From an optimization exercise on the open Yosys and OpenROAD flow, aimed at small area; shortcuts taken in it are not production practice. Only simulation tests tie the RTL to the original design; equivalence was not proved. Power and IR drop assume default switching activity.

// pxar_softtbm_decoder
module pxar_softtbm_decoder (
    input  wire        clk,
    input  wire        rst,             
    input  wire        cfg_invert,      
    input  wire        cfg_readback,    
    input  wire [7:0]  cfg_chain_len,   
    input  wire [7:0]  cfg_chain_off,   
    input  wire        in_valid,
    input  wire [15:0] in_word,
    output reg         pix_valid,
    output wire [7:0]  pix_roc,
    output wire [5:0]  pix_col,
    output wire [6:0]  pix_row,
    output wire [7:0]  pix_value,
    output reg         evt_valid,
    output reg         evt_keep,
    output wire [15:0] evt_header,
    output wire [15:0] evt_trailer,
    output wire [15:0] evt_errors,
    output reg         rb_valid,
    output wire [3:0]  rb_slot,
    output wire [15:0] rb_word,
    input  wire [4:0]  stat_sel,
    input  wire        stat_clear,
    output reg  [31:0] stat_data
);
==> flow/config.mk <==
export PLATFORM = sky130hd
export DESIGN_NAME = pxar_softtbm_decoder
export DESIGN_NICKNAME = pxar_softtbm_decoder
export VERILOG_FILES = /design/flow/design.v
export SDC_FILE = /design/flow/constraint.sdc
export NUM_CORES = 4
export LEC_CHECK = 0
export CAP_MARGIN = 20
export CORE_MARGIN = 2
export CORE_UTILIZATION = 68
export PLACE_DENSITY = 0.8
export SLEW_MARGIN = 20
==> flow/constraint.sdc <==
create_clock -name core_clock -period 10.0 [get_ports {clk}]
set_input_delay 2.0000 -clock core_clock [delete_from_list [all_inputs] [get_ports {clk}]]
set_output_delay 2.0000 -clock core_clock [all_outputs]
set_load 0.01 [all_outputs]
standard.sh (not shown) runs the stock make flow with config.mk's settings and CLKGATE_MAP_FILE= SYNTH_SCRIPT=/design/flow/synth_recipe.tcl, a recipe that flattens the netlist after the stock synthesis.
==> flow/flow/run.sh <==
#!/bin/bash
# The standard layout (standard.sh, unchanged synthesis), with two changes
# to how cells are chosen:
#  - port buffers are the smallest buffer instead of a delay buffer;
#  - clock tree: small clock buffers, larger sink clusters, no dummy loads.
# The full make output goes to flow.log in this folder.
set -euo pipefail
export BUFFER_PORTS_ARGS="-buffer_cell sky130_fd_sc_hd__buf_1"
export CTS_ARGS="-sink_clustering_enable -repair_clock_nets -dont_use_dummy_load -sink_clustering_size 16 -sink_clustering_max_diameter 55 -buf_list {sky130_fd_sc_hd__clkbuf_4 sky130_fd_sc_hd__clkbuf_8}"
bash standard.sh finish > flow.log 2>&1
The starting point produced a clean layout.
==> next run, changes <==
- CORE_UTILIZATION: 68 -> 40
- PLACE_DENSITY: 0.8 -> default
Result:
- hold slack is worse by 0.045 ns
- combinational power goes up by about 1%
- global-route usage drops by 13 points
- die area rises by 69%
- wire length rises by 4.2%
- total power climbs by 2.7%
- via count goes down by 3.6%
- final area increases by 2.1%
- clock power rises by about 9%
- register-to-register slack gets better by 0.37 ns
- sequential power is about the same
==> next run, changes <==
- CORE_UTILIZATION: 40 -> 55
- PLACE_DENSITY: default -> 0.7
Effect: Total power drops by 1.3%. Critical path depth goes down by 7. Final area drops by about 1.3%. Worst setup slack is better by 0.020 ns. Non-clock buffer count is lower by 14. First-iteration DRC count falls by about 0.35%. Utilization went up by 15 points. Routed wire length shrinks by 6.2%. Global-route usage goes up by 5.9 points. Final cell count is lower by about 7%.
==> next run, changes <==
- CORE_UTILIZATION: 55 -> 68
- GPL_TIMING_DRIVEN: default -> 0
- PLACE_DENSITY: 0.7 -> 0.8
After rerunning: The changed run passed the timing, DRC and antenna checks. Synthesized area is unchanged. Design area climbs slightly. Non-clock buffer count grows by 151. Die area shrinks by about a fifth. Cell count came out lower slightly. Routed wire length is higher by about a fifth. Clock-buffer cell count shrinks by 7. Worst setup slack degrades by 0.33 ns.

== rev 12 ==
Another version of the RTL of pxar_softtbm_decoder (not shown whole).
Size: roughly 4000 cells after synthesis, about 1000 flip-flops, ~180 I/O pins.
// pxar_softtbm_decoder
module pxar_softtbm_decoder (
    input  wire        clk,
    input  wire        rst,             
    input  wire        cfg_invert,      
    input  wire        cfg_readback,    
    input  wire [7:0]  cfg_chain_len,   
    input  wire [7:0]  cfg_chain_off,   
    input  wire        in_valid,
    input  wire [15:0] in_word,
    output reg         pix_valid,
    output wire [7:0]  pix_roc,
    output wire [5:0]  pix_col,
    output wire [6:0]  pix_row,
    output wire [7:0]  pix_value,
    output reg         evt_valid,
    output reg         evt_keep,
    output wire [15:0] evt_header,
    output wire [15:0] evt_trailer,
    output wire [15:0] evt_errors,
    output reg         rb_valid,
    output wire [3:0]  rb_slot,
    output wire [15:0] rb_word,
    input  wire [4:0]  stat_sel,
    input  wire        stat_clear,
    output reg  [31:0] stat_data
);
Settings: LEC_CHECK=0, CAP_MARGIN=20, CORE_MARGIN=2, CORE_UTILIZATION=40, SLEW_MARGIN=20; clock period 10.0 ns.
==> flow/flow/run.sh <==
#!/bin/bash
# The standard layout (standard.sh, unchanged synthesis), with two changes
# to how cells are chosen:
#  - port buffers are the smallest buffer instead of a delay buffer;
#  - clock tree: small clock buffers and no dummy loads.
# The full make output goes to flow.log in this folder.
set -euo pipefail
export BUFFER_PORTS_ARGS="-buffer_cell sky130_fd_sc_hd__buf_1"
export CTS_ARGS="-sink_clustering_enable -repair_clock_nets -dont_use_dummy_load -buf_list {sky130_fd_sc_hd__clkbuf_4 sky130_fd_sc_hd__clkbuf_8}"
bash standard.sh finish > flow.log 2>&1
Rev 12 was carried through to the last stage, and its layout satisfied the timing, DRC and antenna checks.
[inputs] rev 13 vs rev 12
==> flow/run.sh (new file) <==
#!/bin/bash
# synth_recipe.tcl (not shown) runs the flow's synth.tcl, then flattens the netlist and writes it again
# the make line also repeats each setting of config.mk as NAME=value (left out here)
make -C /OpenROAD-flow-scripts/flow DESIGN_CONFIG=/design/flow/config.mk WORK_HOME=/design/flow/orfs CLKGATE_MAP_FILE= SYNTH_SCRIPT=/design/flow/synth_recipe.tcl finish
removed: flow/flow/run.sh
removed: flow/standard.sh
- Looking only at transition time at the pin with the least slew margin, and setting everything else aside, the higher value of rev 12 and rev 13 goes to rev 12.
- Setup WNS rev 12 -> rev 13: worse
- Per the comparison of rev 13 with rev 12, met3 routing resource usage after global routing fell by 0.16 points; met2 routing resource usage after global routing rose by 1.0 points; final area rose by 5.7%; part of the total power dissipated in the clock network rose by 7.9 points.
- Period utilization delta for rev 13 relative to rev 12: 0.86 points higher
- Compared with rev 12, final routed wirelength across all metal layers in rev 13 increased slightly.
- | area taken by multi-input logic gates | higher: rev 13 |
- Rev 13 vs rev 12: data required time at the worst endpoint down in rev 13
- Looking only at power, and setting everything else aside, the lower value of rev 12 and rev 13 goes to rev 12.

separate check: timing with driven ports:
How much do the figures lean on ideal ports? The routed layouts below were timed once more, with nothing changed but the port constraints.
Step 1 assumes that a clkbuf_16 drives the clock port and a buf_2 every other input.
Step 2 also shifts input and output timing later by t, the mid clock arrival at the registers, as if the neighbouring blocks saw the same clock.
Three values: ideal ports, drivers, drivers and shift; two values: the first two.
| run | t, ns | setup slack, ns | hold WS [ns] |
|---|---|---|---|
| the first run of note 1 | 0.736 | 0.453 / 0.453 / 0.453 | 0.308 / 0.308 / 0.308 |
| the second run of note 1 | 0.780 | 0.594 / 0.459 / 0.459 | 0.263 / 0.263 / 0.263 |
| the third run of note 1 | 0.762 | 0.614 / 0.514 / 0.514 | 0.327 / 0.327 / 0.327 |
| the fourth run of note 1 | 0.754 | 0.279 / 0.247 / -0.056 | 0.331 / 0.331 / 0.331 |
| rev 12 | 0.868 | 0.234 / 0.279 / -0.588 | 0.385 / 0.385 / 0.385 |
| rev 13 | 0.777 | 0.148 / 0.201 / -0.576 | 0.403 / 0.403 / 0.403 |
Met with ideal ports but missed after step 2: setup timing in the fourth run of note 1, rev 12 and rev 13. The setup slack of rev 12, which loses most, moves by +0.045 ns with the drivers and by -0.822 ns with both steps.
